Context: an optimization exercise on an open-source flow, tuned for small area. The choices shown serve that exercise and are no tape-out recipe.
Function was checked by simulation only, so behaviour that the tests miss may differ from the original.

the previous run:
==> module ircore_tx, before the edit <==
module ircore_tx (
    input  wire        clk,
    input  wire        rst,             
    input  wire        enq_valid,       
    input  wire        enq_rc6,         
    input  wire [2:0]  enq_mode,        
    input  wire [7:0]  enq_a,           
    input  wire [7:0]  enq_b,           
    output wire        enq_ready,       
    output wire        tx,              
    output wire        tx_idle          
);
    localparam [1:0] ST_IDLE = 2'd0, ST_HDR = 2'd1, ST_DAT = 2'd2, ST_TRL = 2'd3;
    reg  [19:0] q [0:8];
    reg  [8:0]  v;              
    wire [8:0]  fr;             
    wire        pop;            
    assign fr[8] = ~v[8] | pop;
    genvar gi;
    generate
        for (gi = 0; gi < 8; gi = gi + 1) begin : g_fr
            assign fr[gi] = ~v[gi] | fr[gi + 1];
        end
    endgenerate
    assign enq_ready = fr[0];
    assign tx_idle   = ~|v;
    always @(posedge clk) begin
        if (fr[0]) q[0] <= {enq_rc6, enq_mode, enq_a, enq_b};
    end
    generate
        for (gi = 1; gi < 9; gi = gi + 1) begin : g_q
            always @(posedge clk) begin
                if (fr[gi]) q[gi] <= q[gi - 1];
            end
        end
    endgenerate
    always @(posedge clk) begin
        if (rst) v <= 9'd0;
        else     v <= (fr & {v[7:0], enq_valid}) | (~fr & v);
    end
    wire [19:0] hd  = q[8];
    wire        rc6 = hd[19];
    reg        act;             
    reg [5:0]  n;               
    reg [1:0]  c;               
    reg [10:0] pre;             
    reg        tg;              
    wire tick = rc6 ? (pre == 11'b11001111010) : (pre == 11'b01011001011);
    wire [7:0] src = n[4] ? hd[7:0] : hd[15:8];
    wire       sb  = src[~n[2:0]];
    wire [3:0] mt  = {tg, hd[16], hd[17], hd[18]};
    wire       b   = rc6 ? ((n[4:3] == 2'b00) ? (n[2] ? mt[n[1:0]] : 1'b1) : sb)
                         : sb ^ n[3];
    wire       w2  = (n[4:3] == 2'b00) & (n[2] | (n[1] ^ n[0]));
    wire lvl = rc6 ? ((n[4:0] == 5'd1) | (~(n[4] & n[3]) & (b ^ (w2 ? c[1] : c[0]))))
                   : (n[5] ? ~(n[2] & n[1]) : (c == 2'd0));
    wire cl   = rc6 ? w2 : (n[5] | b);
    wire send = c[0] & (c[1] == cl);
    wire fend = rc6 ? ((n[4:0] == 5'd26) & c[0]) : n[5] & ~n[4];
    assign pop = act & tick & fend;
    assign tx  = act & lvl;
    always @(posedge clk) begin
        pre <= (~act | tick) ? 11'd0 : {~pre[9:0], ~(pre[10] ^ pre[8])};
        if (~act) begin
            n <= rc6 ? 6'd1 : 6'd58;
            c <= 2'd0;
        end else if (tick) begin
            if (send) begin
                n <= n + 6'd1;
                c <= 2'd0;
            end else begin
                c <= c + 2'd1;
            end
        end
    end
    always @(posedge clk) begin
        if (rst) begin
            act <= 1'b0;
            tg  <= 1'b0;
        end else begin
            if (~act) act <= v[8];
            else if (pop) begin
                act <= 1'b0;
                if (rc6) tg <= ~tg;
            end
        end
    end
endmodule
==> flow/config.mk <==
export PLATFORM = sky130hd
export DESIGN_NAME = ircore_tx
export DESIGN_NICKNAME = ircore_tx
export VERILOG_FILES = /design/flow/design.v
export SDC_FILE = /design/flow/constraint.sdc
export NUM_CORES = 4
export LEC_CHECK = 0
export CAP_MARGIN = 20
export CORE_MARGIN = 2
export CORE_UTILIZATION = 40
export CTS_BUF_LIST = sky130_fd_sc_hd__clkbuf_8
export CTS_CLUSTER_DIAMETER = 60
export CTS_CLUSTER_SIZE = 20
export SLEW_MARGIN = 20
==> flow/constraint.sdc <==
create_clock -name core_clock -period 10.0 [get_ports {clk}]
set_input_delay 2.0000 -clock core_clock [delete_from_list [all_inputs] [get_ports {clk}]]
set_output_delay 2.0000 -clock core_clock [all_outputs]
set_load 0.01 [all_outputs]
standard.sh (not shown) runs the stock make flow with config.mk's settings and CLKGATE_MAP_FILE= SYNTH_SCRIPT=/design/flow/synth_recipe.tcl, a recipe that flattens the netlist after the stock synthesis.
==> flow/flow/run.sh <==
#!/bin/bash
# The standard layout (standard.sh), with smaller port buffers and a clock
# tree built without dummy balancing loads.
set -euo pipefail
export BUFFER_PORTS_ARGS="-buffer_cell sky130_fd_sc_hd__buf_1"
export CTS_ARGS="-sink_clustering_enable -repair_clock_nets -buf_list sky130_fd_sc_hd__clkbuf_8 -sink_clustering_size 20 -sink_clustering_max_diameter 60 -dont_use_dummy_load"
bash standard.sh > standard.log 2>&1
--- input diff the previous run..the current run ---
--- a/flow/design.v
+++ b/flow/design.v
@@ -42,13 +42,13 @@
     wire        rc6 = hd[19];
     reg        act;             
     reg [5:0]  n;               
     reg [1:0]  c;               
     reg [10:0] pre;             
     reg        tg;              
-    wire tick = rc6 ? (pre == 11'b11001111010) : (pre == 11'b01011001011);
+    wire tick = (pre == {5'b00001, rc6, 5'b00110});
     wire [7:0] src = n[4] ? hd[7:0] : hd[15:8];
     wire       sb  = src[~n[2:0]];
     wire [3:0] mt  = {tg, hd[16], hd[17], hd[18]};
     wire       b   = rc6 ? ((n[4:3] == 2'b00) ? (n[2] ? mt[n[1:0]] : 1'b1) : sb)
                          : sb ^ n[3];
     wire       w2  = (n[4:3] == 2'b00) & (n[2] | (n[1] ^ n[0]));
@@ -57,13 +57,13 @@
     wire cl   = rc6 ? w2 : (n[5] | b);
     wire send = c[0] & (c[1] == cl);
     wire fend = rc6 ? ((n[4:0] == 5'd26) & c[0]) : n[5] & ~n[4];
     assign pop = act & tick & fend;
     assign tx  = act & lvl;
     always @(posedge clk) begin
-        pre <= (~act | tick) ? 11'd0 : {~pre[9:0], ~(pre[10] ^ pre[8])};
+        pre <= (~act | tick) ? 11'b01011011001 : {pre[9:0], pre[10] ^ pre[1]};
         if (~act) begin
             n <= rc6 ? 6'd1 : 6'd58;
             c <= 2'd0;
         end else if (tick) begin
             if (send) begin
                 n <= n + 6'd1;
### Flow results
- The current run finished every step from synthesis to the final layout, and the layout passed the timing, DRC and antenna checks.
- The previous run: full flow OK, the timing, DRC and antenna checks passed
- Max post-layout minimum cycle time across the current run and the previous run: the previous run
- Changes observed in the current run relative to the previous run: total non-filler cell area in the finished layout decreased by 160 um2 relative to the old numbers; period utilization now sits lower; number of buffers created by CTS decreased 1; fraction of standard cell area in multi-input logic shrank by 1.4 points.

## separate check: timing with driven ports
No port has a modelled driver above. Below, the same layouts with a new extraction and two added sets of constraints. Step 1: set_driving_cell puts a clkbuf_16 on clk and a buf_2 on each other input, an assumption about the parent block. Step 2, shift: input delay + t, output delay - t, t = (earliest + latest rising clock arrival at the registers) / 2. This alone moves slack from input paths to output paths. a / b / c = ideal ports / drivers / drivers and shift; a / b = the first two.
run | shift t [ns] | setup WS [ns] | hold slack, ns | worst setup path at the end | slew at the worst register clock pin (ns)
the previous run | 0.488 | 4.640 / 4.608 / 5.095 | 0.401 / 0.401 / 0.401 | register to output | 0.11 / 0.11
the current run | 0.504 | 4.972 / 4.938 / 5.442 | 0.413 / 0.413 / 0.413 | register to output | 0.11 / 0.11
After both steps setup and hold are still met in every run listed.
